What follows belongs to an exercise in optimizing a design on an open flow for small area and a short achievable clock period; a production flow would make more cautious choices. In this exercise RTL edits were held to simulation tests only and were not proved equivalent to the original.

== trial 3 ==
// nectx
module nectx (
    input             clk,
    input             rst,
    input      [31:0] top,
    input             host_we,
    input      [2:0]  host_addr,
    input      [31:0] host_wdata,
    output reg [31:0] host_rdata,
    output     [31:0] carrier
);
Size in the first run: roughly 3000 cells after synthesis, about 210 flip-flops, roughly 130 I/O pins, about 20000 sq um of cells after synthesis.
Settings: LEC_CHECK=0, ABC_AREA=1, CAP_MARGIN=20, CORE_MARGIN=2, CORE_UTILIZATION=40, SLEW_MARGIN=20; clock period 40.0 ns.
standard.sh (not shown) runs the stock make flow with config.mk's settings and CLKGATE_MAP_FILE= SYNTH_SCRIPT=/design/flow/synth_recipe.tcl, a recipe that flattens the netlist after the stock synthesis.
==> flow/flow/run.sh <==
#!/bin/bash
# The standard layout (the standard.sh: standard synthesis, floorplan,
# placement, CTS, routing), except that the port buffers are buf_2 cells
# instead of the default clkdlybuf4s50_1 delay cells, and the resizer's
# setup repair aims for 22.5 ns of slack at the 40 ns clock (a 17.5 ns
# period) instead of 0, so it also sizes up the paths that set the
# achieved period.
set -euo pipefail
export BUFFER_PORTS_ARGS="-buffer_cell sky130_fd_sc_hd__buf_2"
export SETUP_SLACK_MARGIN=22.5
bash standard.sh finish > standard.log 2>&1
Input changes introduced in trial 23 (baseline for comparison: trial 3):
-- flow/design.v --
<<< trial 3, line 117
    wire [47:0] sy = cs3[95:48];
    reg  [47:0] prod;
    reg  [16:0] blk0, blk1;
    reg         cy;
    integer     bk;
>>> trial 23, line 117
    wire [47:0] sy = cs3[95:48];
    reg  [47:0] prod;
    reg  [6:0]  blk0, blk1;
    reg         cy;
    integer     bk;
<<< trial 3, line 123
        cy = 1'b0;
        prod = 48'd0;
        for (bk = 0; bk < 48; bk = bk + 16) begin
            blk0 = {1'b0, sx[bk +: 16]} + {1'b0, sy[bk +: 16]};
            blk1 = {1'b0, sx[bk +: 16]} + {1'b0, sy[bk +: 16]} + 17'd1;
            prod[bk +: 16] = cy ? blk1[15:0] : blk0[15:0];
            cy = cy ? blk1[16] : blk0[16];
        end
    end
    assign carrier = prod[44:13];
    wire mark_nz = (|md && |w[38:13]) || |prod[19:13];
    always @(*) begin
        case (host_addr)
>>> trial 23, line 123
        cy = 1'b0;
        prod = 48'd0;
        for (bk = 0; bk < 48; bk = bk + 6) begin
            blk0 = {1'b0, sx[bk +: 6]} + {1'b0, sy[bk +: 6]};
            blk1 = {1'b0, sx[bk +: 6]} + {1'b0, sy[bk +: 6]} + 7'd1;
            prod[bk +: 6] = cy ? blk1[5:0] : blk0[5:0];
            cy = cy ? blk1[6] : blk0[6];
        end
    end
    assign carrier = prod[44:13];
    wire mark_nz = |carrier;
    always @(*) begin
        case (host_addr)
### Flow results
Looking only at mapped cell area, and setting everything else aside, the lower value of trial 23 and trial 3 goes to trial 3. Trial 23 vs. trial 3: height of the die went up by 1.5 um. Relative to trial 3, the setup slack of trial 23 is higher by 0.052 ns. Across both runs, maximum fanout along the worst path was higher for trial 23 than for trial 3. Trial 23 ended with less average via count per standard cell than trial 3.

========
## run E
Another version of the RTL of nectx (not shown whole).
Size in the first run: about 2900 cells after synthesis, ~210 flip-flops, roughly 21000 um^2 of cells after synthesis.
clock: 40.0 ns
lec_check: 0
abc_area: 1
cap_margin: 20
core_margin: 2
core_utilization: 40
slew_margin: 20
run.sh (not shown) runs the stock make flow with config.mk's settings and CLKGATE_MAP_FILE= SYNTH_SCRIPT=/design/flow/synth_recipe.tcl, a recipe that flattens the netlist after the stock synthesis.
Stock flow here: none of the scripts above is used.
Changes in run F relative to run E:
--- a/flow/design.v
+++ b/flow/design.v
@@ -22,48 +22,50 @@
     localparam [1:0] RPT_REPEATING = 2'd1;
     localparam [1:0] RPT_STOPPING  = 2'd2;
     localparam [7:0] OP_DECODE_RAW        = 8'h01;
     localparam [7:0] OP_ENCODE_RAW        = 8'h02;
     localparam [7:0] OP_SEND_BYTES        = 8'h03;
     localparam [7:0] OP_SEND_REPEAT_FRAME = 8'h04;
     localparam [7:0] OP_SEND              = 8'h05;
     localparam [7:0] OP_SEND_RAW          = 8'h06;
     localparam [7:0] OP_STOP_REPEAT       = 8'h07;
     localparam [7:0] OP_CONFIGURE         = 8'h08;
-    localparam integer NA = 14;
+    localparam integer NA = 10;
     reg [31:0] cmd_arg_reg;      
     reg [7:0]  cmd_op;
     reg [6:0]  r_dur;            
     reg        r_code_v;         
     reg [23:0] r_code;           
     reg [24:0] r_decode;
     reg [3:0]  seq_phase;
     reg [4:0]  bit_idx;
     reg        seq_owner;
     reg        ill;
     reg        ovr;
     reg        busy;
     reg [1:0]  rpt_state;
     reg [6:0]  duty;
     reg [10:0] t;                
     reg [1:0]  units;            
     reg [6:0]  md;               
     reg [32:0] div_a;            
     reg [38:0] w;                
-    function [5:0] dstep;        
+    function [5:0] dstep;
         input [4:0] r;
         input       b;
-        reg   [5:0] x;
         begin
-            x = {r, b};
-            if (x >= 6'd25) dstep = {1'b1, x[4:0] - 5'd25};
-            else            dstep = {1'b0, x[4:0]};
+            dstep[5] = (r[4]) | (r[3] & r[2] & r[0]) | (r[3] & r[2] & r[1]) | (r[3] & r[2] & b);
+            dstep[4] = (r[3] & ~r[2]) | (r[4] & r[2] & r[0]) | (r[4] & r[2] & b) | (r[4] & r[2] & r[1]) | (r[3] & ~r[1] & ~r[0] & ~b);
+            dstep[3] = (~r[4] & ~r[3] & r[2]) | (r[4] & ~r[2] & b) | (r[4] & ~r[2] & r[1]) | (r[2] & ~r[1] & ~r[0] & ~b) | (r[4] & ~r[2] & r[0]);
+            dstep[2] = (r[1] & r[0]) | (r[1] & b) | (r[4] & ~r[1] & ~r[0] & ~b) | (~r[4] & ~r[2] & r[1]) | (~r[4] & ~r[3] & r[1]);
+            dstep[1] = (r[0] & b) | (r[4] & ~r[0] & ~b) | (~r[4] & ~r[3] & r[0]) | (r[3] & ~r[2] & r[0]) | (r[3] & r[2] & r[1] & ~r[0] & ~b);
+            dstep[0] = (r[4] & ~b) | (~r[4] & ~r[2] & b) | (~r[4] & ~r[3] & b) | (r[3] & r[2] & r[0] & ~b) | (r[3] & r[2] & r[1] & ~b);
         end
     endfunction
     function [32:0] stage_a;     
         input [31:0] tp;
         reg   [4:0]  r;
         reg   [5:0]  s;
         integer      k;
         begin
             r = {1'b0, tp[31:28]};       
             stage_a = 33'd0;
@@ -120,21 +122,36 @@
     function [95:0] csa;         
         input [47:0] x, y, z;
         begin
             csa[47:0]  = x ^ y ^ z;
             csa[95:48] = {(x[46:0] & y[46:0]) | (x[46:0] & z[46:0]) | (y[46:0] & z[46:0]), 1'b0};
         end
     endfunction
     wire [95:0] cs1 = csa(row0, row1, row2);
     wire [95:0] cs2 = csa(cs1[47:0], cs1[95:48], row3);
     wire [95:0] cs3 = csa(cs2[47:0], cs2[95:48], row4);
-    wire [47:0] prod = cs3[47:0] + cs3[95:48];
+    wire [47:0] sx = cs3[47:0];
+    wire [47:0] sy = cs3[95:48];
+    reg  [47:0] prod;
+    reg  [6:0]  blk0, blk1;
+    reg         cy;
+    integer     bk;
+    always @(*) begin
+        cy = 1'b0;
+        prod = 48'd0;
+        for (bk = 0; bk < 48; bk = bk + 6) begin
+            blk0 = {1'b0, sx[bk +: 6]} + {1'b0, sy[bk +: 6]};
+            blk1 = {1'b0, sx[bk +: 6]} + {1'b0, sy[bk +: 6]} + 7'd1;
+            prod[bk +: 6] = cy ? blk1[5:0] : blk0[5:0];
+            cy = cy ? blk1[6] : blk0[6];
+        end
+    end
     assign carrier = prod[44:13];
     wire mark_nz = |carrier;
     always @(*) begin
         case (host_addr)
             3'd0:    host_rdata = cmd_arg_reg;
             3'd1:    host_rdata = {24'd0, cmd_op};
             3'd2:    host_rdata = {16'd0, bit_idx, seq_phase, seq_owner, ovr, ill,
                                    mark_nz, rpt_state, busy};
             3'd3:    host_rdata = {21'd0, r_dur, |r_dur, 3'd0};
             3'd4:    host_rdata = {r_code_v ? ~r_code[23:16] : 8'd0, r_code};
==> notes.md <==
- Changes observed in run F relative to run E: global-route usage went up; maximum frequency went up; number of cells in the finished layout apart from fillers went up.
- Of run F and run E, it is run F that has the higher met1 track demand over resource in global routing.
- Detailed-route vias per instance came out lower on run F than on run E.
- Comparing the two runs side by side, run F comes out ahead of run E on worst hold slack after final layout.
- Compared with run E, in run F multi-input logic cell count now sits higher; number of nets produced by synthesis now sits higher.
- Higher cell area after synthesis was reported by run F, not run E.

## re-timing with driven ports
The flow's constraints put no driver on any port. The routed layouts listed below were extracted and timed again, unchanged, in two steps.
Step 1 assumes that a clkbuf_16 drives the clock port and a buf_2 every other input.
Step 2 moves the port delays by t, midway between the first and last clock arrival at a register: inputs arrive t later, outputs are due t later. That takes back most of the time a late clock gives input paths.
Slacks: ideal ports / drivers / drivers and shift; pairs: ideal ports / drivers.
| run | t (ns) | slack for setup (ns) | hold slack, ns | latest minus earliest clock arrival (ns) | worst data-port slew with drivers (ns) |
|---|---|---|---|---|---|
| trial 3 | 0.595 | 22.522 / 22.480 / 22.480 | 0.336 / 0.336 / 0.336 | 0.035 / 0.035 | 0.23 |
| trial 23 | 0.603 | 22.573 / 22.546 / 22.546 | 0.335 / 0.335 / 0.335 | 0.040 / 0.039 | 0.09 |
| run E | 0.632 | 19.906 / 19.847 / 20.327 | 0.322 / 0.322 / 0.322 | 0.054 / 0.054 | 0.06 |
| run F | 0.624 | 21.223 / 21.201 / 21.201 | 0.325 / 0.325 / 0.325 | 0.011 / 0.010 | 0.06 |
After both steps every run listed still meets setup and hold. For trial 3, which loses most, drivers alone change the setup slack by -0.042 ns; drivers and shift together by -0.042 ns.
